This is an optimization exercise on Yosys and OpenROAD, whose aim is a short achievable clock period and few clock cycles, not a production implementation.
No run shown here included a check of the RTL's function; only the layout flow was run.
In runs 2 and 3 the design's own scripts or RTL, not TritonCTS, make the clock network.
The clock input has no modelled driver; a real chip could not lean on it and would need a root buffer or a full tree.
Power figures rest on the tool's default switching activity, not on a simulated workload.

## design/flow/config.mk

```make
export PLATFORM = sky130hd
export DESIGN_NAME = line_rasterizer
export DESIGN_NICKNAME = line_rasterizer
export VERILOG_FILES = /design/flow/design.v
export SDC_FILE = /design/flow/constraint.sdc
export NUM_CORES = 4
export LEC_CHECK = 0
export CAP_MARGIN = 20
export CORE_MARGIN = 2
export CORE_UTILIZATION = 40
export PLACE_DENSITY = 0.6
export SETUP_SLACK_MARGIN = 2.5
export SLEW_MARGIN = 20
```

## design/flow/constraint.sdc

```tcl
create_clock -name core_clock -period 4.0 [get_ports {clk}]
set_input_delay 0.8000 -clock core_clock [delete_from_list [all_inputs] [get_ports {clk}]]
set_output_delay 0.8000 -clock core_clock [all_outputs]
set_load 0.01 [all_outputs]
```

## design/flow/design.v

```verilog
module lr_add #(parameter W = 9) (
    input  wire [W-1:0] a,
    input  wire [W-1:0] b,
    input  wire         ci,
    output wire [W-1:0] s,
    output wire         co
);
    reg [W-1:0] g, p, gn, pn, c, px;
    integer i, d;
    always @(*) begin
        px = a ^ b;
        p  = a | b;
        gn[0] = (a[0] & b[0]) | (p[0] & ci);
        pn[0] = p[0];
        for (i = 1; i < W; i = i + 1) begin
            if (i == 1)
                gn[i] = (a[1] & b[1]) | ((p[1] & a[0]) & b[0]) | ((p[1] & p[0]) & ci);
            else
                gn[i] = (a[i] & b[i]) | ((p[i] & a[i-1]) & b[i-1]);
            pn[i] = p[i] & p[i-1];
        end
        g = gn;
        p = pn;
        for (d = 2; d < W; d = d * 2) begin
            gn = g;
            pn = p;
            for (i = d; i < W; i = i + 1) begin
                gn[i] = g[i] | (p[i] & g[i-d]);
                pn[i] = p[i] & p[i-d];
            end
            g = gn;
            p = pn;
        end
        c = {g[W-2:0], ci};
    end
    assign s  = px ^ c;
    assign co = g[W-1];
endmodule
module line_rasterizer (
    input  wire       clk,
    input  wire       rst,      
    input  wire       start,
    input  wire [7:0] x0,
    input  wire [7:0] y0,
    input  wire [7:0] x1,
    input  wire [7:0] y1,
    output wire       ready,
    output wire       write,
    output wire [7:0] x,
    output wire [7:0] y,
    output wire       done
);
    localparam integer QD = 4;         
    localparam integer QW = 2;         
    reg        a_v;
    reg  [7:0] a_x0, a_y0, a_x1, a_y1;
    reg        b_v;
    reg  [7:0] b_x0, b_y0;
    reg  [3:0] b_x1h, b_y1h;
    reg  [4:0] b_dxl, b_nxl, b_dyl, b_nyl;
    reg        c_v;
    reg  [7:0] c_x0, c_y0;
    reg  [8:0] c_dx, c_nx, c_dy, c_ny;
    reg        d_v;
    reg  [7:0] d_x0, d_y0;
    reg  [7:0] d_adx, d_ady;
    reg        d_sxn, d_syn;       
    reg        e_v;
    reg  [7:0] e_x0, e_y0;
    reg  [7:0] e_adx, e_ady;
    reg        e_sxn, e_syn;
    reg  [4:0] e_dmnl, e_nmdl, e_kxl, e_kyl;
    reg        e_zero;             
    reg        f_v;
    reg  [7:0] f_x0, f_y0;
    reg  [7:0] f_adx, f_ady;
    reg        f_sxn, f_syn;
    reg  [8:0] f_dmn, f_nmd, f_kx, f_ky;
    reg        f_zero;
    reg        g_v;
    reg  [7:0] g_x0, g_y0;
    reg        g_sxn, g_syn, g_xm;
    reg  [7:0] g_m;                
    reg        g_last;             
    reg  [8:0] g_k;                
    reg  [8:0] g_ka;               
    reg  [7:0] g_kb;               
    reg        h_v;
    reg  [7:0] h_x0, h_y0, h_ux, h_uy;
    reg        h_sxn, h_syn, h_xm;
    reg  [7:0] h_m;
    reg        h_z1, h_z2, h_last;
    reg        h_st;
    reg  [4:0] h_pl, h_ql, h_kal, h_kbl;
    reg  [5:0] h_ph, h_qh, h_kah, h_kbh;
    reg        h_pc, h_qc;
    reg  [7:0] q_x0 [0:QD-1];
    reg  [7:0] q_y0 [0:QD-1];
    reg  [7:0] q_ux [0:QD-1];
    reg  [7:0] q_uy [0:QD-1];
    reg  [7:0] q_m  [0:QD-1];
    reg  [4:0] q_pl [0:QD-1];
    reg  [4:0] q_ql [0:QD-1];
    reg  [4:0] q_kal [0:QD-1];
    reg  [4:0] q_kbl [0:QD-1];
    reg  [5:0] q_ph [0:QD-1];
    reg  [5:0] q_qh [0:QD-1];
    reg  [5:0] q_kah [0:QD-1];
    reg  [5:0] q_kbh [0:QD-1];
    reg  [QD-1:0] q_sxn, q_syn, q_xm, q_z1, q_z2, q_last, q_st, q_pc, q_qc;
    reg  [QW-1:0] q_wp, q_rp;      
    reg  [QD-1:0] q_we;            
    reg  [QW:0]   q_n;             
    reg           q_ne;            
    reg  [QW:0]   n_acc;           
    reg           rdy_n_q;         
    reg           rdy_o;           
    wire          rdy = !rdy_n_q;
    assign ready = rdy_o;
    reg        wr_n_q, dn_n_q;     
    wire       wr = !wr_n_q;
    wire       dn = !dn_n_q;
    reg        wr_o, dn_o;         
    reg  [7:0] xo, yo;             
    reg  [7:0] xq_n, yq_n;         
    wire [7:0] xq = ~xq_n;
    wire [7:0] yq = ~yq_n;
    reg  [7:0] ux, uy;             
    reg        sxn, syn, xm;
    reg  [7:0] r;                  
    reg        z1, z2;             
    reg        st;                 
    reg  [4:0] pl, ql, kal, kbl;
    reg  [5:0] ph, qh, kah, kbh;
    reg        pc, qc;
    assign write = wr_o;
    assign done  = dn_o;
    assign x     = xo;
    assign y     = yo;
    wire accept = start && rdy;
    integer qi;
    wire run    = wr && !dn;                    
    wire take   = q_ne && (!wr || dn);          
    wire [4:0] dxl, nxl, dyl, nyl;
    wire [3:0] unused_co;
    lr_add #(5) u_dxl (.a({1'b0, a_x1[3:0]}), .b({1'b0, ~a_x0[3:0]}), .ci(1'b1), .s(dxl), .co(unused_co[0]));
    lr_add #(5) u_nxl (.a({1'b0, a_x0[3:0]}), .b({1'b0, ~a_x1[3:0]}), .ci(1'b1), .s(nxl), .co(unused_co[1]));
    lr_add #(5) u_dyl (.a({1'b0, a_y1[3:0]}), .b({1'b0, ~a_y0[3:0]}), .ci(1'b1), .s(dyl), .co(unused_co[2]));
    lr_add #(5) u_nyl (.a({1'b0, a_y0[3:0]}), .b({1'b0, ~a_y1[3:0]}), .ci(1'b1), .s(nyl), .co(unused_co[3]));
    wire [4:0] dxh, nxh, dyh, nyh;
    wire [3:0] unused_co2;
    lr_add #(5) u_dxh (.a({1'b0, b_x1h}), .b({1'b1, ~b_x0[7:4]}), .ci(b_dxl[4]), .s(dxh), .co(unused_co2[0]));
    lr_add #(5) u_nxh (.a({1'b0, b_x0[7:4]}), .b({1'b1, ~b_x1h}), .ci(b_nxl[4]), .s(nxh), .co(unused_co2[1]));
    lr_add #(5) u_dyh (.a({1'b0, b_y1h}), .b({1'b1, ~b_y0[7:4]}), .ci(b_dyl[4]), .s(dyh), .co(unused_co2[2]));
    lr_add #(5) u_nyh (.a({1'b0, b_y0[7:4]}), .b({1'b1, ~b_y1h}), .ci(b_nyl[4]), .s(nyh), .co(unused_co2[3]));
    wire [8:0] op_dmn_a = {1'b0, d_adx}, op_dmn_b = ~{1'b0, d_ady};
    wire [8:0] op_nmd_a = {1'b0, d_ady}, op_nmd_b = ~{1'b0, d_adx};
    wire [8:0] op_kx_a  = {1'b0, d_ady}, op_kx_b  = ~{2'b0, d_adx[7:1]};
    wire [8:0] op_ky_a  = {1'b0, d_adx}, op_ky_b  = ~{2'b0, d_ady[7:1]};
    wire [4:0] dmnl, nmdl, kxl, kyl;
    wire [3:0] unused_co3;
    lr_add #(5) u_dmnl (.a({1'b0, op_dmn_a[3:0]}), .b({1'b0, op_dmn_b[3:0]}), .ci(1'b1),        .s(dmnl), .co(unused_co3[0]));
    lr_add #(5) u_nmdl (.a({1'b0, op_nmd_a[3:0]}), .b({1'b0, op_nmd_b[3:0]}), .ci(1'b1),        .s(nmdl), .co(unused_co3[1]));
    lr_add #(5) u_kxl  (.a({1'b0, op_kx_a[3:0]}),  .b({1'b0, op_kx_b[3:0]}),  .ci(!d_adx[0]),  .s(kxl),  .co(unused_co3[2]));
    lr_add #(5) u_kyl  (.a({1'b0, op_ky_a[3:0]}),  .b({1'b0, op_ky_b[3:0]}),  .ci(!d_ady[0]),  .s(kyl),  .co(unused_co3[3]));
    wire [8:0] fe_dmn_a = {1'b0, e_adx}, fe_dmn_b = ~{1'b0, e_ady};
    wire [8:0] fe_nmd_a = {1'b0, e_ady}, fe_nmd_b = ~{1'b0, e_adx};
    wire [8:0] fe_kx_a  = {1'b0, e_ady}, fe_kx_b  = ~{2'b0, e_adx[7:1]};
    wire [8:0] fe_ky_a  = {1'b0, e_adx}, fe_ky_b  = ~{2'b0, e_ady[7:1]};
    wire [4:0] dmnh, nmdh, kxh, kyh;
    wire [3:0] unused_co4;
    lr_add #(5) u_dmnh (.a(fe_dmn_a[8:4]), .b(fe_dmn_b[8:4]), .ci(e_dmnl[4]), .s(dmnh), .co(unused_co4[0]));
    lr_add #(5) u_nmdh (.a(fe_nmd_a[8:4]), .b(fe_nmd_b[8:4]), .ci(e_nmdl[4]), .s(nmdh), .co(unused_co4[1]));
    lr_add #(5) u_kxh  (.a(fe_kx_a[8:4]),  .b(fe_kx_b[8:4]),  .ci(e_kxl[4]),  .s(kxh),  .co(unused_co4[2]));
    lr_add #(5) u_kyh  (.a(fe_ky_a[8:4]),  .b(fe_ky_b[8:4]),  .ci(e_kyl[4]),  .s(kyh),  .co(unused_co4[3]));
    wire [4:0] i_pl, i_ql;
    wire [5:0] i_ph, i_qh, i_kah, i_kbh;
    wire       i_pc, i_qc, unused_co5, unused_co6;
    wire [5:0] g_kh = {g_k[8], g_k[8], g_k[8:5]};
    assign i_kah = {g_ka[8], g_ka[8], g_ka[8:5]};
    assign i_kbh = {3'b000, g_kb[7:5]};
    lr_add #(5) u_ipl (.a(g_k[4:0]), .b(g_ka[4:0]), .ci(1'b0), .s(i_pl), .co(i_pc));
    lr_add #(5) u_iql (.a(g_k[4:0]), .b(g_kb[4:0]), .ci(1'b0), .s(i_ql), .co(i_qc));
    lr_add #(6) u_iph (.a(g_kh), .b(i_kah), .ci(1'b0), .s(i_ph), .co(unused_co5));
    lr_add #(6) u_iqh (.a(g_kh), .b(i_kbh), .ci(1'b0), .s(i_qh), .co(unused_co6));
    reg  [7:0] i_ux, i_uy;
    integer i;
    always @(*) begin
        for (i = 0; i < 8; i = i + 1) begin
            i_ux[i] = &((g_x0 ^ {8{g_sxn}}) | ~((8'd1 << i) - 8'd1));
            i_uy[i] = &((g_y0 ^ {8{g_syn}}) | ~((8'd1 << i) - 8'd1));
        end
    end
    wire [4:0] pal, qal, pbl, qbl;
    wire [5:0] pah, qah, pbh, qbh;
    wire       pac, qac, pbc, qbc;
    wire [3:0] unused_co7;
    lr_add #(5) u_pal (.a(pl), .b(kal), .ci(1'b0), .s(pal), .co(pac));
    lr_add #(5) u_qal (.a(ql), .b(kal), .ci(1'b0), .s(qal), .co(qac));
    lr_add #(5) u_pbl (.a(pl), .b(kbl), .ci(1'b0), .s(pbl), .co(pbc));
    lr_add #(5) u_qbl (.a(ql), .b(kbl), .ci(1'b0), .s(qbl), .co(qbc));
    lr_add #(6) u_pah (.a(ph), .b(kah), .ci(pc), .s(pah), .co(unused_co7[0]));
    lr_add #(6) u_qah (.a(qh), .b(kah), .ci(qc), .s(qah), .co(unused_co7[1]));
    lr_add #(6) u_pbh (.a(ph), .b(kbh), .ci(pc), .s(pbh), .co(unused_co7[2]));
    lr_add #(6) u_qbh (.a(qh), .b(kbh), .ci(qc), .s(qbh), .co(unused_co7[3]));
    wire p_ge = !(ph[5] && !(pc && (&ph)));
    wire q_ge = !(qh[5] && !(qc && (&qh)));
    wire mvx = xm || st;
    wire mvy = !xm || st;
    wire [7:0] x_st = xq ^ ux;
    wire [7:0] y_st = yq ^ uy;
    reg  [7:0] ux_st, uy_st, r_nx;
    always @(*) begin
        for (i = 0; i < 8; i = i + 1) begin
            ux_st[i] = &((x_st ^ {8{sxn}}) | ~((8'd1 << i) - 8'd1));
            uy_st[i] = &((y_st ^ {8{syn}}) | ~((8'd1 << i) - 8'd1));
            r_nx[i]  = r[i] ^ ~|(r & ((8'd1 << i) - 8'd1));
        end
    end
    wire [QW:0] q_n_nx   = q_n + h_v - take;
    wire [QW:0] n_acc_nx = n_acc + accept - take;
    wire [QW:0] n_acc_cons = n_acc + rdy - take;
    wire        rdy_nx   = n_acc_cons < QD;
    wire        w_n      = take || run;
    wire        dn_nx    = take ? q_last[q_rp] : (run && z1);
    always @(posedge clk) begin
        if (rst) begin
            a_v     <= 1'b0;
            b_v     <= 1'b0;
            c_v     <= 1'b0;
            d_v     <= 1'b0;
            e_v     <= 1'b0;
            f_v     <= 1'b0;
            g_v     <= 1'b0;
            h_v     <= 1'b0;
            q_wp    <= {QW{1'b0}};
            q_we    <= {QD{1'b0}};
            q_rp    <= {QW{1'b0}};
            q_n     <= {(QW+1){1'b0}};
            q_ne    <= 1'b0;
            n_acc   <= {(QW+1){1'b0}};
            rdy_n_q <= 1'b0;
            rdy_o   <= 1'b1;
            wr_n_q  <= 1'b1;
            dn_n_q  <= 1'b1;
            wr_o    <= 1'b0;
            dn_o    <= 1'b0;
        end else begin
            a_v     <= accept;
            b_v     <= a_v;
            c_v     <= b_v;
            d_v     <= c_v;
            e_v     <= d_v;
            f_v     <= e_v;
            g_v     <= f_v;
            h_v     <= g_v;
            q_wp    <= q_wp + h_v;
            q_we    <= {{(QD-1){1'b0}}, g_v} << (q_wp + h_v);
            q_rp    <= q_rp + take;
            q_n     <= q_n_nx;
            q_ne    <= q_n_nx != 0;
            n_acc   <= n_acc_nx;
            rdy_n_q <= !rdy_nx;
            rdy_o   <= rdy_nx;
            wr_n_q  <= !w_n;
            dn_n_q  <= !dn_nx;
            wr_o    <= w_n;
            dn_o    <= dn_nx;
        end
        a_x0 <= x0;
        a_y0 <= y0;
        a_x1 <= x1;
        a_y1 <= y1;
        b_x0  <= a_x0;
        b_y0  <= a_y0;
        b_x1h <= a_x1[7:4];
        b_y1h <= a_y1[7:4];
        b_dxl <= dxl;
        b_nxl <= nxl;
        b_dyl <= dyl;
        b_nyl <= nyl;
        c_x0 <= b_x0;
        c_y0 <= b_y0;
        c_dx <= {dxh, b_dxl[3:0]};
        c_nx <= {nxh, b_nxl[3:0]};
        c_dy <= {dyh, b_dyl[3:0]};
        c_ny <= {nyh, b_nyl[3:0]};
        d_x0  <= c_x0;
        d_y0  <= c_y0;
        d_adx <= c_dx[8] ? c_nx[7:0] : c_dx[7:0];
        d_ady <= c_dy[8] ? c_ny[7:0] : c_dy[7:0];
        d_sxn <= c_dx[8];
        d_syn <= c_dy[8];
        e_x0   <= d_x0;
        e_y0   <= d_y0;
        e_adx  <= d_adx;
        e_ady  <= d_ady;
        e_sxn  <= d_sxn;
        e_syn  <= d_syn;
        e_dmnl <= dmnl;
        e_nmdl <= nmdl;
        e_kxl  <= kxl;
        e_kyl  <= kyl;
        e_zero <= (d_adx == 8'd0) && (d_ady == 8'd0);
        f_x0   <= e_x0;
        f_y0   <= e_y0;
        f_adx  <= e_adx;
        f_ady  <= e_ady;
        f_sxn  <= e_sxn;
        f_syn  <= e_syn;
        f_dmn  <= {dmnh, e_dmnl[3:0]};
        f_nmd  <= {nmdh, e_nmdl[3:0]};
        f_kx   <= {kxh, e_kxl[3:0]};
        f_ky   <= {kyh, e_kyl[3:0]};
        f_zero <= e_zero;
        g_x0   <= f_x0;
        g_y0   <= f_y0;
        g_sxn  <= f_sxn;
        g_syn  <= f_syn;
        g_xm   <= !f_dmn[8];
        g_m    <= f_dmn[8] ? f_ady : f_adx;
        g_last <= f_zero;
        g_k    <= f_dmn[8] ? f_ky : f_kx;
        g_ka   <= f_dmn[8] ? f_dmn : f_nmd;
        g_kb   <= f_dmn[8] ? f_adx : f_ady;
        h_x0   <= g_x0;
        h_y0   <= g_y0;
        h_ux   <= i_ux;
        h_uy   <= i_uy;
        h_sxn  <= g_sxn;
        h_syn  <= g_syn;
        h_xm   <= g_xm;
        h_m    <= g_m;
        h_z1   <= g_m == 8'd1;
        h_z2   <= g_m == 8'd2;
        h_last <= g_last;
        h_st   <= !g_k[8];
        h_pl   <= i_pl;
        h_pc   <= i_pc;
        h_ph   <= i_ph;
        h_ql   <= i_ql;
        h_qc   <= i_qc;
        h_qh   <= i_qh;
        h_kal  <= g_ka[4:0];
        h_kah  <= i_kah;
        h_kbl  <= g_kb[4:0];
        h_kbh  <= i_kbh;
        for (qi = 0; qi < QD; qi = qi + 1) begin
            if (q_we[qi]) begin
                q_x0[qi]   <= h_x0;
                q_y0[qi]   <= h_y0;
                q_ux[qi]   <= h_ux;
                q_uy[qi]   <= h_uy;
                q_m[qi]    <= h_m;
                q_pl[qi]   <= h_pl;
                q_ql[qi]   <= h_ql;
                q_kal[qi]  <= h_kal;
                q_kbl[qi]  <= h_kbl;
                q_ph[qi]   <= h_ph;
                q_qh[qi]   <= h_qh;
                q_kah[qi]  <= h_kah;
                q_kbh[qi]  <= h_kbh;
                q_sxn[qi]  <= h_sxn;
                q_syn[qi]  <= h_syn;
                q_xm[qi]   <= h_xm;
                q_z1[qi]   <= h_z1;
                q_z2[qi]   <= h_z2;
                q_last[qi] <= h_last;
                q_st[qi]   <= h_st;
                q_pc[qi]   <= h_pc;
                q_qc[qi]   <= h_qc;
            end
        end
        xo   <= take ? q_x0[q_rp] : ((run && mvx) ? x_st : xq);
        yo   <= take ? q_y0[q_rp] : ((run && mvy) ? y_st : yq);
        xq_n <= ~(take ? q_x0[q_rp] : ((run && mvx) ? x_st : xq));
        yq_n <= ~(take ? q_y0[q_rp] : ((run && mvy) ? y_st : yq));
        ux <= take ? q_ux[q_rp] : ((run && mvx) ? ux_st : ux);
        uy <= take ? q_uy[q_rp] : ((run && mvy) ? uy_st : uy);
        r  <= take ? q_m[q_rp]  : r_nx;
        z1 <= take ? q_z1[q_rp] : z2;
        z2 <= take ? q_z2[q_rp] : (r == 8'd3);
        st <= take ? q_st[q_rp] : (st ? p_ge : q_ge);
        pl <= take ? q_pl[q_rp] : (st ? pal : qal);
        pc <= take ? q_pc[q_rp] : (st ? pac : qac);
        ph <= take ? q_ph[q_rp] : (st ? pah : qah);
        ql <= take ? q_ql[q_rp] : (st ? pbl : qbl);
        qc <= take ? q_qc[q_rp] : (st ? pbc : qbc);
        qh <= take ? q_qh[q_rp] : (st ? pbh : qbh);
        if (take) begin
            sxn <= q_sxn[q_rp];
            syn <= q_syn[q_rp];
            xm  <= q_xm[q_rp];
            kal <= q_kal[q_rp];
            kah <= q_kah[q_rp];
            kbl <= q_kbl[q_rp];
            kbh <= q_kbh[q_rp];
        end
    end
endmodule
```

## design/flow/run.sh

```bash
#!/bin/bash
# synth_recipe.tcl (not shown) runs the flow's synth.tcl, then flattens the netlist and writes it again
# the make line also repeats each setting of config.mk as NAME=value (left out here)
make -C /OpenROAD-flow-scripts/flow DESIGN_CONFIG=/design/flow/config.mk WORK_HOME=/design/flow/orfs CLKGATE_MAP_FILE= SYNTH_SCRIPT=/design/flow/synth_recipe.tcl finish
```

==> results of run 1 <==
==> where the power goes <==
part / leakage (nW) / total (W) / internal (W) / switching [W]
registers: 7.77 / 0.0131 / 0.0117 / 0.00141
clock network: 1.52 / 0.00847 / 0.00496 / 0.00351
logic: 5.99 / 0.0104 / 0.00531 / 0.00513
total: 15.3 / 0.0320 / 0.0219 / 0.0101
==> repair_timing <==
item / CTS / global route
buffers inserted: 80 / 26
gates cloned: 16 / 7
gates resized for setup: 307 / 165
pin swaps: 57 / 73
endpoints found under the setup margin: 343 / 163
==> routing by layer <==
| metal | up-vias | part of all wire [%] | wire [um] | track usage, % |
|---|---|---|---|---|
| met2 | 318 | 50 | 32900 | 26.5 |
| met5 | - | 0 | 0 | 0 |
| met4 | 0 | 2.0 | 1330 | 4.80 |
| met3 | 87 | 4.0 | 2630 | 2.25 |
| li1 | 8174 | - | - | - |
| met1 | 8568 | 44 | 29400 | 20.3 |
==> state kept, by name, summed over array words and instances, names as in the netlist, 9 cells and up <==
name / cells
g_k: 9
q_kah: 16
q_m: 32
q_qh: 24
q_pl: 20
q_x0: 32
q_uy: 28
q_kbh: 12
q_kbl: 20
q_ux: 28
f_ky: 9
q_y0: 32
g_ka: 9
q_kal: 20
q_ph: 24
q_ql: 20
f_nmd: 9
f_kx: 9
==> worst paths after layout <==
check | start | endpoint | slack, ps | cells after the start
setup / recovery | wr_n_q$_SDFF_PP1_ | q_ne$_SDFF_PP0_ | 2030 | 11
hold / removal | d_y0[4]$_DFF_P_ | e_y0[4]$_DFF_P_ | 320 | 0
setup reg to reg | wr_n_q$_SDFF_PP1_ | q_ne$_SDFF_PP0_ | 2030 | 11
hold reg to reg | d_y0[4]$_DFF_P_ | e_y0[4]$_DFF_P_ | 320 | 0
==> layout make-up <==
type,instances,area share (%)
Timing Repair Buffer,195,6.34
Clock buffer,117,6.29
Tap cell,1050,3.28
Clock inverter,52,1.44
Multi-Input combinational cell,1046,26.2
Inverter,200,1.96
Sequential cell,894,54.5
==> stage by stage <==
| stage | power, W | worst slack [ps] |
|---|---|---|
| floorplan | 0.0185 | 1950 |
| global placement | 0.0205 | 1380 |
| detailed placement | 0.0207 | 1390 |
| CTS | 0.0311 | 2010 |
| global route | 0.0337 | 1970 |
| finish | 0.0320 | 2030 |
==> layout by cell type (no fill, tap or decap), types with 16 or more instances in the layout <==
master and n:
nand2_1 80, buf_12 23, dfxtp_1 460, inv_1 164, dfxtp_4 27, nor2_1 73, buf_16 20, mux4_2 86
nand2_2 22, o21ai_1 26, edfxtp_1 378, buf_4 64, dfxtp_2 29, buf_6 30, a21oi_1 76, fa_2 16
o21bai_1 16, ha_4 18, xnor2_1 102, o21a_1 18, clkinv_2 22, ha_1 152, inv_2 27, clkbuf_16 97
clkdlybuf4s50_1 33, mux2_2 47, o22ai_1 24, xor2_1 31
==> cells by family (layout without fill, tap and decap cells) <==
kind of cell / count (synthesis) / after routing / share of synthesized area, %
buf+inv: 251 / 564 / 3.34
compound gates: 263 / 264 / 4.92
xor+xnor: 143 / 143 / 3.90
flops: 894 / 894 / 67.5
fa+ha+maj: 200 / 200 / 8.16
mux: 148 / 148 / 8.14
simple gates: 289 / 291 / 4.07
==> flow_summary.json, run 1 <==
{
  "design_area_um2": 40000,
  "ctsHoldBuffers": 0,
  "hpwl_um": 36700,
  "cts.clk_slew.worst_paths_ps": 60,
  "period_share_pct": 49.2,
  "die_w_um": 287,
  "crit_family": "adder cells",
  "netlist_top_cells_area": "edfxtp_1, dfxtp_1, ha_1",
  "drive_gt1_share_pct": 28.9,
  "synth_top_cell_by_area": "edfxtp_1",
  "grt_max_degree": 64,
  "drt_iter0_drc": 939,
  "slew_violations": 0,
  "power_density_nw_per_um2": 799,
  "gp_congestion": 0.777,
  "seq_area_um2": 21800,
  "vias": 17100,
  "critPathRequiredTime_ps": 4510,
  "fillers": 6563,
  "setup_viol": 0,
  "synth_common_cells": "dfxtp_1, edfxtp_1, inv_1",
  "max_clock_freq_mhz": 508,
  "crit_type": "flop to flop",
  "hp-class": "flop to flop",
  "io_pins": 54,
  "die_y_um": 287,
  "synth.most_common_cell": "dfxtp_1",
  "crit_fanout": 2,
  "drt-total-wl_um": 66300,
  "hold_viol_final": 0,
  "core_area_um2": 79300,
  "drc_errors": 0,
  "cts-root-buf": "clkbuf_16",
  "dp.cells": 3256,
  "utilization_pct": 50.5,
  "worstPathCellList": "nand2b_4 > nand2_8 > inv_8 > ha_4 > inv_2 > ha_4 > inv_2 > fa_2 > xor2_2 > xnor2_2 > a31oi_1",
  "track_usage_pct": 15.5,
  "maxSlewHeadroom_pct": 69.7,
  "dpl_cell_area_um2": 33900,
  "grt_pass1_wl_um": 98500,
  "wl_per_cell_um": 18.7,
  "grt_overflow": 0,
  "yosys_register_bits": 894,
  "cpMaxStageDelayCell": "fa_2",
  "finalCriticalPeriod_ps": 1970,
  "clockBufferDepth": 3,
  "finalNetCount": 2662,
  "hold_ws_ps": 316,
  "cp_slowest_stage_delay_ps": 340,
  "die-area_um2": 82600,
  "ys_seq_area_share_pct": 67.5,
  "cp-end-kind": "flop",
  "cts_max_level": 3,
  "synth_top_area_share_pct": 35.3,
  "ys.flop_type": "dfxtp_1",
  "status": "timing/DRC/antenna clean",
  "finalSetupTns_ps": 0,
  "syn_nets": 2423,
  "start_util_pct": 40.5,
  "clock_skew_ps": 50.7,
  "syn_area_per_cell_um2": 14.7,
  "grt_pass1_vias": 17500,
  "power_leakage_nw": 15.3,
  "arrival_ps": 2480,
  "antennaDiodeCount": 0,
  "synthToLayoutAreaGrowth_pct": 24.6,
  "antenna_found_initial": 0,
  "rsz0062_at_grt": "yes",
  "syn_inst": 2188,
  "worst-path-buf-inv": 3,
  "numCtsBuffers": 90,
  "cts.sinks": 894,
  "synthArstFlopShare_pct": 0,
  "synth_edf_count": 378,
  "clk_latency_ps": 650,
  "stdcell_count": 3554,
  "ir_worst_vdd_v": 0.000364,
  "multi_input_area_um2": 10500,
  "antenna_left": 0,
  "synth-warning-count": 16,
  "viasPerCell": 4.82,
  "cts_tree": "yes",
  "start_kind": "flop",
  "firstDrtPassIters": 5,
  "worst_pin_slew_ps": 455,
  "ys_types": 58,
  "portBuffers": 53,
  "cap_violations": 0,
  "rows": 103,
  "syn_area_um2": 32100
}
==> run 2, diff against run 1 <==
==> design/flow/flow/run.sh (new file) <==
#!/bin/bash
# Layout: the standard ORFS flow (standard.sh: standard synthesis,
# floorplan, placement, routing), except that the clock tree is built by
# flow/cts_hook.tcl (two levels of clkbuf_16 from the clock port) in place of
# TritonCTS. The make output goes to standard_flow.log; every tool's own log
# is under orfs/logs/.
set -euo pipefail
here=$(pwd)
FLAT_CTS_LEAF=24 bash standard.sh PRE_CTS_TCL="$here/flow/cts_hook.tcl" finish > "$here/standard_flow.log" 2>&1
==> design/flow/flow/cts_hook.tcl (new file) <==
# Clock tree of two levels: the clock port drives a few clkbuf_16 buffers, each
# driving several clkbuf_16 leaf buffers; each leaf buffer drives a cluster of
# about FLAT_CTS_LEAF flip-flops. Clusters come from a size-balanced k-means on
# placed positions and buffers sit at their cluster's centre, so every
# register sees the same two buffer stages. Replaces TritonCTS, whose deeper
# tree has a larger insertion delay for this small design.

# points: list of {id x y}; returns {assignment centres sizes}
proc flat_cts_cluster { points nk } {
  set n [llength $points]
  set sx 0; set sy 0
  foreach s $points { set sx [expr {$sx + [lindex $s 1]}]; set sy [expr {$sy + [lindex $s 2]}] }
  set mx [expr {double($sx) / $n}]; set my [expr {double($sy) / $n}]
  set ang {}
  foreach s $points { lappend ang [list [expr {atan2([lindex $s 2] - $my, [lindex $s 1] - $mx)}] $s] }
  set ang [lsort -real -index 0 $ang]
  set cent {}
  for {set k 0} {$k < $nk} {incr k} {
    set s [lindex [lindex $ang [expr {int(($k + 0.5) * $n / $nk)}]] 1]
    lappend cent [list [expr {double([lindex $s 1])}] [expr {double([lindex $s 2])}]]
  }
  set cap [expr {int(ceil(double($n) / $nk))}]
  for {set iter 0} {$iter < 40} {incr iter} {
    set pairs {}
    set i 0
    foreach s $points {
      for {set k 0} {$k < $nk} {incr k} {
        set c [lindex $cent $k]
        set d [expr {abs([lindex $s 1] - [lindex $c 0]) + abs([lindex $s 2] - [lindex $c 1])}]
        lappend pairs [list $d $i $k]
      }
      incr i
    }
    set pairs [lsort -real -index 0 $pairs]
    set asg [lrepeat $n -1]
    set cnt [lrepeat $nk 0]
    foreach p $pairs {
      lassign $p d i k
      if {[lindex $asg $i] >= 0} continue
      if {[lindex $cnt $k] >= $cap} continue
      lset asg $i $k
      lset cnt $k [expr {[lindex $cnt $k] + 1}]
    }
    set newc {}
    for {set k 0} {$k < $nk} {incr k} { lappend newc [list 0.0 0.0 0] }
    set i 0
    foreach s $points {
      set k [lindex $asg $i]
      lassign [lindex $newc $k] ax ay ac
      lset newc $k [list [expr {$ax + [lindex $s 1]}] [expr {$ay + [lindex $s 2]}] [expr {$ac + 1}]]
      incr i
    }
    set cent {}
    foreach c $newc {
      lassign $c ax ay ac
      if {$ac == 0} { set ac 1 }
      lappend cent [list [expr {$ax / $ac}] [expr {$ay / $ac}]]
    }
  }
  return [list $asg $cent $cnt]
}

proc flat_cts_buffer { block master name cx cy innet } {
  set inst [odb::dbInst_create $block $master $name]
  set net [odb::dbNet_create $block "net_$name"]
  $net setSigType CLOCK
  set w [$master getWidth]; set h [$master getHeight]
  $inst setLocation [expr {int($cx - $w / 2)}] [expr {int($cy - $h / 2)}]
  $inst setPlacementStatus PLACED
  [$inst findITerm A] connect $innet
  [$inst findITerm X] connect $net
  return $net
}

proc clock_tree_synthesis { args } {
  set leafsize 30
  if { [info exists ::env(FLAT_CTS_LEAF)] } { set leafsize $::env(FLAT_CTS_LEAF) }
  set ntop 4
  if { [info exists ::env(FLAT_CTS_TOP)] } { set ntop $::env(FLAT_CTS_TOP) }
  set block [ord::get_db_block]
  set db [ord::get_db]
  set clknet [$block findNet clk]
  set master [$db findMaster sky130_fd_sc_hd__clkbuf_16]
  set sinks {}
  set its {}
  set i 0
  foreach it [$clknet getITerms] {
    set bx [[$it getInst] getBBox]
    lappend sinks [list $i [expr {([$bx xMin] + [$bx xMax]) / 2.0}] [expr {([$bx yMin] + [$bx yMax]) / 2.0}]]
    lappend its $it
    incr i
  }
  set n [llength $sinks]
  set nleaf [expr {int(ceil(double($n) / $leafsize))}]
  if {$nleaf < $ntop} { set ntop $nleaf }
  puts "flat CTS: $n sinks, $nleaf leaf buffers, $ntop top buffers"
  lassign [flat_cts_cluster $sinks $nleaf] lasg lcent lcnt
  puts "flat CTS: leaf cluster sizes $lcnt"
  set leaves {}
  set k 0
  foreach c $lcent { lappend leaves [list $k [lindex $c 0] [lindex $c 1]]; incr k }
  lassign [flat_cts_cluster $leaves $ntop] tasg tcent tcnt
  puts "flat CTS: top cluster sizes $tcnt"
  set topnets {}
  for {set t 0} {$t < $ntop} {incr t} {
    lassign [lindex $tcent $t] cx cy
    lappend topnets [flat_cts_buffer $block $master "clkbuf_top_$t" $cx $cy $clknet]
  }
  set leafnets {}
  for {set k 0} {$k < $nleaf} {incr k} {
    lassign [lindex $lcent $k] cx cy
    lappend leafnets [flat_cts_buffer $block $master "clkbuf_leaf_$k" $cx $cy [lindex $topnets [lindex $tasg $k]]]
  }
  set i 0
  foreach it $its {
    $it disconnect
    $it connect [lindex $leafnets [lindex $lasg $i]]
    incr i
  }
  set_propagated_clock [all_clocks]
}
==> design/flow/standard.sh (new file) <==
#!/bin/bash
# synth_recipe.tcl (not shown) runs the flow's synth.tcl, then flattens the netlist and writes it again
# the make line also repeats each setting of config.mk as NAME=value (left out here)
make -C /OpenROAD-flow-scripts/flow DESIGN_CONFIG=/design/flow/config.mk WORK_HOME=/design/flow/orfs CLKGATE_MAP_FILE= SYNTH_SCRIPT=/design/flow/synth_recipe.tcl "${@:-finish}"
removed: design/flow/run.sh
==> flow_summary.json, run 2 <==
{
  "netlist_top_cells_area": "edfxtp_1, dfxtp_1, ha_1",
  "antenna_left": 0,
  "drt-total-wl_um": 65300,
  "worst_pin_slew_ps": 426,
  "drc_errors": 0,
  "critPathLaunch": "wr_n_q$_SDFF_PP1_",
  "worst-path-buf-inv": 4,
  "firstDrtPassIters": 5,
  "rows": 103,
  "crit_type": "flop to flop",
  "synth_top_area_share_pct": 35.3,
  "die_y_um": 287,
  "finalSetupTns_ps": 0,
  "hp-class": "flop to flop",
  "hpwl_um": 36700,
  "grt_max_degree": 64,
  "rsz0062_at_grt": "yes",
  "viasPerCell": 4.84,
  "gr-usage-met3_pct": 1.13,
  "finalNetCount": 2629,
  "synth.most_common_cell": "dfxtp_1",
  "busiest_layer": "met2",
  "cap_violations": 0,
  "switching_share_pct": 32.3,
  "r2r-end": "n_acc[1]$_SDFF_PP0_",
  "vias": 16600,
  "cts.clk_slew.worst_paths_ps": 100,
  "syn_area_per_cell_um2": 14.7,
  "grt_overflow": 0,
  "grt_util_met2_pct": 26.4,
  "regToRegSetupSlack_ps": 2050,
  "clock_skew_ps": 61.7,
  "cp-end-kind": "flop",
  "crit_end": "n_acc[1]$_SDFF_PP0_",
  "cp_slowest_stage_delay_ps": 510,
  "gp_congestion": 0.777,
  "use_met1_pct": 19.9,
  "setup_viol": 0,
  "p_comb_share_pct": 37.5,
  "synth_top_cell_by_area": "edfxtp_1",
  "power_switching_w": 0.00907,
  "yosys_register_bits": 894,
  "ys_types": 58,
  "crit_fanout": 3,
  "core_area_um2": 79300,
  "worstPathCellList": "nand2b_4 > nand2_8 > inv_8 > buf_4 > buf_8 > ha_4 > inv_2 > ha_4 > fa_2 > nor2b_1",
  "status": "timing/DRC/antenna clean",
  "die_w_um": 287,
  "syn_nets": 2423,
  "start_util_pct": 40.5,
  "synth_common_cells": "dfxtp_1, edfxtp_1, inv_1",
  "io_pins": 54,
  "ir_worst_vdd_v": 0.000330,
  "max_clock_freq_mhz": 513,
  "ys.flop_type": "dfxtp_1",
  "crit_cells": 10,
  "power_leakage_nw": 14.5,
  "crit_family": "adder cells",
  "die-area_um2": 82600,
  "portBuffers": 53,
  "r2r_start": "wr_n_q$_SDFF_PP1_",
  "power_density_nw_per_um2": 735,
  "synth-warning-count": 16,
  "fin_ws_ps": 2050,
  "rr_worst_depth": 10,
  "final_cell_mix": "dfxtp_1, edfxtp_1, inv_1",
  "slew_violations": 0,
  "finalCriticalPeriod_ps": 1950,
  "syn_inst": 2188,
  "track_usage_pct": 14.9,
  "syn_area_um2": 32100,
  "start_kind": "flop",
  "antenna_found_initial": 1,
  "utilization_pct": 48.2,
  "grt_pass1_wl_um": 97000,
  "mostFrequentLayoutCell": "dfxtp_1",
  "synthArstFlopShare_pct": 0,
  "antennaDiodeCount": 0,
  "hold_viol_final": 0,
  "ys_seq_area_share_pct": 67.5,
  "maxSlewHeadroom_pct": 71.5,
  "critPathRequiredTime_ps": 4360,
  "synth_edf_count": 378,
  "drive_gt1_share_pct": 26.0,
  "dp_slack_ps": 1390,
  "synthToLayoutAreaGrowth_pct": 18.9,
  "reg_top3": "q_m (32), q_x0 (32), q_y0 (32)",
  "grt_pass1_vias": 17000,
  "critical_path.most_common_cell": "ha_4",
  "cpMaxStageDelayCell": "fa_2",
  "clk_latency_ps": 430,
  "intPower_w": 0.0190,
  "wl_per_cell_um": 19.0,
  "p_seq_share_pct": 46.6,
  "arrival_ps": 2310,
  "drt_iter0_drc": 999,
  "period_share_pct": 48.8,
  "pwr-share-clk_pct": 15.8
}
run 2: cell counts after synthesis:
No cell type changed its count.
run 2: timing repair:
| item | CTS | global route |
|---|---|---|
| resized for setup | 312 | 175 |
| cloned | 16 | 7 |
| setup endpoints to repair | 361 | 164 |
| hold buffers | 0 | 0 |
| endpoints found under the hold margin | 0 | 0 |
| setup buffers | 77 | 44 |
| pin swaps | 56 | 104 |
run 2: layer usage:
layer  wire [um]  vias up
met4        1710        0
met3        1900       82
met5           0        -
met2       32800      219
li1            -     8008
met1       28900     8335
run 2: worst min path at each step:
stage                     startpoint               end  slack [ps]  depth (start not counted)
floorplan            c_nx[0]$_DFF_P_  d_adx[0]$_DFF_P_         310                          0
global placement       f_syn$_DFF_P_     g_syn$_DFF_P_         310                          0
detailed placement   a_y1[6]$_DFF_P_  b_y1h[2]$_DFF_P_         310                          0
CTS                 e_kyl[3]$_DFF_P_   f_ky[3]$_DFF_P_         280                          0
global route        e_kyl[3]$_DFF_P_   f_ky[3]$_DFF_P_         310                          0
finish              e_kyl[3]$_DFF_P_   f_ky[3]$_DFF_P_         300                          0
run 2: power groups by stage:
stage	Combinational (W)	Sequential, W	Clock (W)
3_5_place_dp	0.00736	0.0133	0
3_3_place_gp	0.00725	0.0132	0
5_1_grt	0.0115	0.0133	0.00489
6_report	0.0105	0.0131	0.00445
2_1_floorplan	0.00584	0.0127	0
4_1_cts	0.00935	0.0130	0.00456
run 2: logic make-up after synthesis:
group,after synthesis,share of synthesized area [%]
simple gates,289,4.07
fa+ha+maj,200,8.16
buf+inv,251,3.34
xor+xnor,143,3.90
compound gates,263,4.92
mux,148,8.14
flops,894,67.5
run 2: area by class of cell:
| type | instances | area, um^2 |
|---|---|---|
| Tap cell | 1050 | 1310 |
| Sequential cell | 894 | 21800 |
| Inverter | 200 | 777 |
| Fill cell | 6731 | 41000 |
| Buffer | 42 | 1050 |
| Multi-Input combinational cell | 1045 | 10500 |
| Timing Repair Buffer | 211 | 2720 |
run 2: worst register-to-register path, cell delays in order (launching register included):
cell and delay, ps:
dfxtp_2 330, nand2b_4 160, nand2_8 80, inv_8 30, buf_4 120, buf_8 120
ha_4 250, inv_2 40, ha_4 140, fa_2 510, nor2b_1 120
run 2: metrics by stage:
stage               hold WS [ps]  total power (W)  instances  instance area (um^2)
global route                 312           0.0297       3442                 38200
global placement             310           0.0205       3256                 33900
CTS                          285           0.0269       3391                 37000
finish                       297           0.0281       3442                 38200
floorplan                    310           0.0185       2188                 32300
detailed placement           312           0.0207       3256                 33900
==> run 3, diff against run 2 <==
--- a/design/flow/design.v
+++ b/design/flow/design.v
@@ -92,7 +92,7 @@
     reg        h_z1, h_z2, h_last;
     reg        h_st;
     reg  [4:0] h_pl, h_ql, h_kal, h_kbl;
-    reg  [5:0] h_ph, h_qh, h_kah, h_kbh;
+    reg  [5:0] h_ph, h_qh, h_kah, h_kbh, h_kah1, h_kbh1;
     reg        h_pc, h_qc;
     reg  [7:0] q_x0 [0:QD-1];
     reg  [7:0] q_y0 [0:QD-1];
@@ -107,12 +107,14 @@
     reg  [5:0] q_qh [0:QD-1];
     reg  [5:0] q_kah [0:QD-1];
     reg  [5:0] q_kbh [0:QD-1];
+    reg  [5:0] q_kah1 [0:QD-1];
+    reg  [5:0] q_kbh1 [0:QD-1];
     reg  [QD-1:0] q_sxn, q_syn, q_xm, q_z1, q_z2, q_last, q_st, q_pc, q_qc;
     reg  [QW-1:0] q_wp, q_rp;      
     reg  [QD-1:0] q_we;            
-    reg  [QW:0]   q_n;             
+    reg  [QD:0]   q_n;             
     reg           q_ne;            
-    reg  [QW:0]   n_acc;           
+    reg  [QD:0]   n_acc;           
     reg           rdy_n_q;         
     reg           rdy_o;           
     wire          rdy = !rdy_n_q;
@@ -132,6 +134,7 @@
     reg        st;                 
     reg  [4:0] pl, ql, kal, kbl;
     reg  [5:0] ph, qh, kah, kbh;
+    reg  [5:0] kah1, kbh1;         
     reg        pc, qc;
     assign write = wr_o;
     assign done  = dn_o;
@@ -183,6 +186,8 @@
     lr_add #(5) u_iql (.a(g_k[4:0]), .b(g_kb[4:0]), .ci(1'b0), .s(i_ql), .co(i_qc));
     lr_add #(6) u_iph (.a(g_kh), .b(i_kah), .ci(1'b0), .s(i_ph), .co(unused_co5));
     lr_add #(6) u_iqh (.a(g_kh), .b(i_kbh), .ci(1'b0), .s(i_qh), .co(unused_co6));
+    wire [5:0] i_kah1 = i_kah + 6'd1;
+    wire [5:0] i_kbh1 = i_kbh + 6'd1;
     reg  [7:0] i_ux, i_uy;
     integer i;
     always @(*) begin
@@ -199,10 +204,14 @@
     lr_add #(5) u_qal (.a(ql), .b(kal), .ci(1'b0), .s(qal), .co(qac));
     lr_add #(5) u_pbl (.a(pl), .b(kbl), .ci(1'b0), .s(pbl), .co(pbc));
     lr_add #(5) u_qbl (.a(ql), .b(kbl), .ci(1'b0), .s(qbl), .co(qbc));
-    lr_add #(6) u_pah (.a(ph), .b(kah), .ci(pc), .s(pah), .co(unused_co7[0]));
-    lr_add #(6) u_qah (.a(qh), .b(kah), .ci(qc), .s(qah), .co(unused_co7[1]));
-    lr_add #(6) u_pbh (.a(ph), .b(kbh), .ci(pc), .s(pbh), .co(unused_co7[2]));
-    lr_add #(6) u_qbh (.a(qh), .b(kbh), .ci(qc), .s(qbh), .co(unused_co7[3]));
+    wire [5:0] kpa = pc ? kah1 : kah;
+    wire [5:0] kqa = qc ? kah1 : kah;
+    wire [5:0] kpb = pc ? kbh1 : kbh;
+    wire [5:0] kqb = qc ? kbh1 : kbh;
+    lr_add #(6) u_pah (.a(ph), .b(kpa), .ci(1'b0), .s(pah), .co(unused_co7[0]));
+    lr_add #(6) u_qah (.a(qh), .b(kqa), .ci(1'b0), .s(qah), .co(unused_co7[1]));
+    lr_add #(6) u_pbh (.a(ph), .b(kpb), .ci(1'b0), .s(pbh), .co(unused_co7[2]));
+    lr_add #(6) u_qbh (.a(qh), .b(kqb), .ci(1'b0), .s(qbh), .co(unused_co7[3]));
     wire p_ge = !(ph[5] && !(pc && (&ph)));
     wire q_ge = !(qh[5] && !(qc && (&qh)));
     wire mvx = xm || st;
@@ -217,10 +226,12 @@
             r_nx[i]  = r[i] ^ ~|(r & ((8'd1 << i) - 8'd1));
         end
     end
-    wire [QW:0] q_n_nx   = q_n + h_v - take;
-    wire [QW:0] n_acc_nx = n_acc + accept - take;
-    wire [QW:0] n_acc_cons = n_acc + rdy - take;
-    wire        rdy_nx   = n_acc_cons < QD;
+    wire [QD:0] q_n_nx   = (h_v && !take) ? q_n << 1 :
+                           (take && !h_v) ? q_n >> 1 : q_n;
+    wire        q_ne_nx  = h_v || (|q_n[QD:2]) || (q_n[1] && !take);
+    wire [QD:0] n_acc_nx = (accept && !take) ? n_acc << 1 :
+                           (take && !accept) ? n_acc >> 1 : n_acc;
+    wire        rdy_nx   = take || (|n_acc[QD-2:0]) || (n_acc[QD-1] && !rdy);
     wire        w_n      = take || run;
     wire        dn_nx    = take ? q_last[q_rp] : (run && z1);
     always @(posedge clk) begin
@@ -236,9 +247,9 @@
             q_wp    <= {QW{1'b0}};
             q_we    <= {QD{1'b0}};
             q_rp    <= {QW{1'b0}};
-            q_n     <= {(QW+1){1'b0}};
+            q_n     <= {{QD{1'b0}}, 1'b1};
             q_ne    <= 1'b0;
-            n_acc   <= {(QW+1){1'b0}};
+            n_acc   <= {{QD{1'b0}}, 1'b1};
             rdy_n_q <= 1'b0;
             rdy_o   <= 1'b1;
             wr_n_q  <= 1'b1;
@@ -258,7 +269,7 @@
             q_we    <= {{(QD-1){1'b0}}, g_v} << (q_wp + h_v);
             q_rp    <= q_rp + take;
             q_n     <= q_n_nx;
-            q_ne    <= q_n_nx != 0;
+            q_ne    <= q_ne_nx;
             n_acc   <= n_acc_nx;
             rdy_n_q <= !rdy_nx;
             rdy_o   <= rdy_nx;
@@ -345,6 +356,8 @@
         h_kah  <= i_kah;
         h_kbl  <= g_kb[4:0];
         h_kbh  <= i_kbh;
+        h_kah1 <= i_kah1;
+        h_kbh1 <= i_kbh1;
         for (qi = 0; qi < QD; qi = qi + 1) begin
             if (q_we[qi]) begin
                 q_x0[qi]   <= h_x0;
@@ -360,6 +373,8 @@
                 q_qh[qi]   <= h_qh;
                 q_kah[qi]  <= h_kah;
                 q_kbh[qi]  <= h_kbh;
+                q_kah1[qi] <= h_kah1;
+                q_kbh1[qi] <= h_kbh1;
                 q_sxn[qi]  <= h_sxn;
                 q_syn[qi]  <= h_syn;
                 q_xm[qi]   <= h_xm;
@@ -395,6 +410,8 @@
             kah <= q_kah[q_rp];
             kbl <= q_kbl[q_rp];
             kbh <= q_kbh[q_rp];
+            kah1 <= q_kah1[q_rp];
+            kbh1 <= q_kbh1[q_rp];
         end
     end
 endmodule
==> flow_summary.json, run 3 <==
{
  "portBuffers": 53,
  "drc_errors": 0,
  "synth_edf_count": 423,
  "grt_max_degree": 53,
  "drive_gt1_share_pct": 28.0,
  "synth_top_cell_by_area": "edfxtp_1",
  "antenna_found_initial": 2,
  "crit_fanout": 6,
  "clk_latency_ps": 440,
  "gp_congestion": 0.793,
  "grt_pass1_vias": 18200,
  "grt_overflow": 0,
  "synth.most_common_cell": "dfxtp_1",
  "firstDrtPassIters": 5,
  "ir_worst_vdd_v": 0.000345,
  "ys.flop_type": "dfxtp_1",
  "synthArstFlopShare_pct": 0,
  "r2r-end": "ph[5]$_DFF_P_",
  "worstPathCellList": "buf_8 > buf_12 > mux2i_4 > ha_2 > inv_1 > a31oi_1 > o31ai_1 > xnor2_1 > mux2i_1 > o21ai_1",
  "antennaDiodeCount": 0,
  "hp-class": "flop to flop",
  "design_area_um2": 40800,
  "die-area_um2": 87500,
  "fillers": 7093,
  "syn_area_um2": 34100,
  "cp_slowest_stage_delay_ps": 430,
  "rows": 107,
  "max_clock_freq_mhz": 499,
  "drt_iter0_drc": 1170,
  "synthToLayoutAreaGrowth_pct": 19.9,
  "final_cell_mix": "dfxtp_1, edfxtp_1, inv_1",
  "power_density_nw_per_um2": 589,
  "min_from": "d_x0[6]$_DFF_P_",
  "whs_endpoint": "e_x0[6]$_DFF_P_",
  "r2r_start": "qc$_DFF_P_",
  "power_leakage_nw": 15.2,
  "finalNetCount": 2722,
  "synth_top_area_share_pct": 37.3,
  "track_usage_pct": 15.3,
  "die_w_um": 296,
  "start_kind": "flop",
  "viasPerCell": 4.84,
  "rsz0062_at_grt": "yes",
  "regToRegSetupSlack_ps": 2000,
  "vias": 17600,
  "dpl_cell_area_um2": 36200,
  "cts.clk_slew.worst_paths_ps": 100,
  "period_share_pct": 50.1,
  "wl_per_cell_um": 19.0,
  "syn_nets": 2494,
  "arrival_ps": 2370,
  "cpMaxStageDelayCell": "dfxtp_4",
  "ctsHoldBuffers": 0,
  "hold_viol_final": 0,
  "clock_skew_ps": 45.5,
  "ys_seq_area_share_pct": 68.4,
  "cap_violations": 0,
  "maxSlewHeadroom_pct": 65.5,
  "core_area_um2": 84700,
  "antenna_left": 0,
  "finalCriticalPeriod_ps": 2000,
  "crit_type": "flop to flop",
  "status": "timing/DRC/antenna clean",
  "whs_path_depth": 0,
  "setup_viol": 0,
  "die_y_um": 296,
  "worst_pin_slew_ps": 518,
  "rr_worst_depth": 10,
  "grt_pass1_wl_um": 105000,
  "start_util_pct": 40.2,
  "yosys_register_bits": 952,
  "cp-end-kind": "flop",
  "worst-path-buf-inv": 3,
  "mostFrequentLayoutCell": "dfxtp_1",
  "reg_top3": "q_m (32), q_x0 (32), q_y0 (32)",
  "crit_family": "compound AO/OA/AOI/OAI gates",
  "io_pins": 54,
  "syn_inst": 2263,
  "netlist_top_cells_area": "edfxtp_1, dfxtp_1, ha_1",
  "critPathRequiredTime_ps": 4370,
  "synth_common_cells": "dfxtp_1, edfxtp_1, inv_1",
  "slew_violations": 0,
  "syn_area_per_cell_um2": 15.0,
  "synth-warning-count": 18,
  "drt-total-wl_um": 69200,
  "hpwl_um": 40400,
  "ys_types": 56,
  "finalSetupTns_ps": 0
}
==> run 3: what timing repair did <==
action | 4_1_cts | 5_1_grt
cloned | 18 | 2
endpoints found under the hold margin | 0 | 0
setup buffers | 79 | 71
endpoints found under the setup margin | 435 | 216
gates resized for setup | 350 | 197
pin swaps | 66 | 95
==> run 3: how the worst max path moves through the flow <==
stage                    start                 end  slack [ps]  cells after the start
floorplan           qc$_DFF_P_       qh[5]$_DFF_P_        2140                     10
finish              qc$_DFF_P_       ph[5]$_DFF_P_        2000                     10
global route        pc$_DFF_P_       ph[3]$_DFF_P_        1940                     10
CTS                 pc$_DFF_P_       ph[3]$_DFF_P_        2030                     10
detailed placement         rst  q_we[3]$_SDFF_PP0_        1550                      5
global placement           rst  q_we[1]$_SDFF_PP0_        1580                      5
==> run 3: layout make-up <==
class	count	area (um^2)	share of cell area, %
Tap cell	1144	1430	3.51
Inverter	190	772	1.89
Timing Repair inverter	1	11.3	0.0276
Timing Repair Buffer	238	3020	7.40
Buffer	44	1100	2.70
Sequential cell	952	23400	57.4
Multi-Input combinational cell	1064	11100	27.1
==> run 3: power by group <==
part           internal, W  switching, W  total, W  leakage, nW
registers           0.0121       0.00127    0.0133         8.30
logic              0.00313       0.00287   0.00600         6.35
clock network      0.00197       0.00276   0.00473        0.542
total               0.0172       0.00691    0.0241         15.2
==> run 3: per-stage QoR <==
stage	setup slack, ps	power [W]	std cells	hold WS [ps]	utilization, %
2_1_floorplan	2140	0.0167	2263	310	-
3_3_place_gp	1580	0.0182	3419	311	42.7
3_5_place_dp	1550	0.0184	3419	312	42.7
4_1_cts	2030	0.0237	3560	282	46.6
5_1_grt	1940	0.0254	3633	296	48.2
6_report	2000	0.0241	3633	299	48.2
==> run 3: cell families after synthesis <==
logic type               count (synthesis)  share of synthesized area [%]
multiplexers                           174                           8.89
buffers and inverters                  248                           2.89
AND/OR/NAND/NOR                        265                           3.44
AO/OA/AOI/OAI                          283                           5.23
adder cells (fa/ha/maj)                196                           7.42
flip-flops                             952                           68.4
XOR/XNOR                               145                           3.73
==> run 3: routing by layer <==
metal / global-route usage (%) / vias to the layer above / share of wire [%]
li1: - / 8401 / -
met1: 20.2 / 8788 / 44
met2: 27.1 / 314 / 49
met3: 1.84 / 89 / 4.1
met4: 3.05 / 0 / 2.2
met5: 0 / - / 0

## afterwards: timing with drivers on the ports
Ports are ideal in the flow. The routed layouts listed here were re-timed in OpenROAD.
Step 1 (the two cells are an assumption about what drives the block):
set clk [get_ports {clk}]
set_driving_cell -lib_cell sky130_fd_sc_hd__clkbuf_16 $clk
set_driving_cell -lib_cell sky130_fd_sc_hd__buf_2 [delete_from_list [all_inputs] $clk]
Step 2 moves the port delays by t, midway between the first and last clock arrival at a register: inputs arrive t later, outputs are due t later. That takes back most of the time a late clock gives input paths.
a / b / c = ideal / step 1 / step 2; a / b = the first two.
run	t (ns)	setup WS [ns]	hold WS [ns]	slew at the worst register clock pin (ns)
run 1	0.681	2.031 / 2.005 / 1.491	0.316 / 0.316 / 0.316	0.06 / 0.06
run 2	0.522	2.049 / 2.049 / 1.762	0.297 / 0.297 / 0.297	0.10 / 0.10
run 3	0.540	1.998 / 1.998 / 1.998	0.299 / 0.299 / 0.299	0.11 / 0.11
After both steps every run listed still meets setup and hold. For run 1, which loses most, drivers alone change the setup slack by -0.026 ns; drivers and shift together by -0.540 ns.
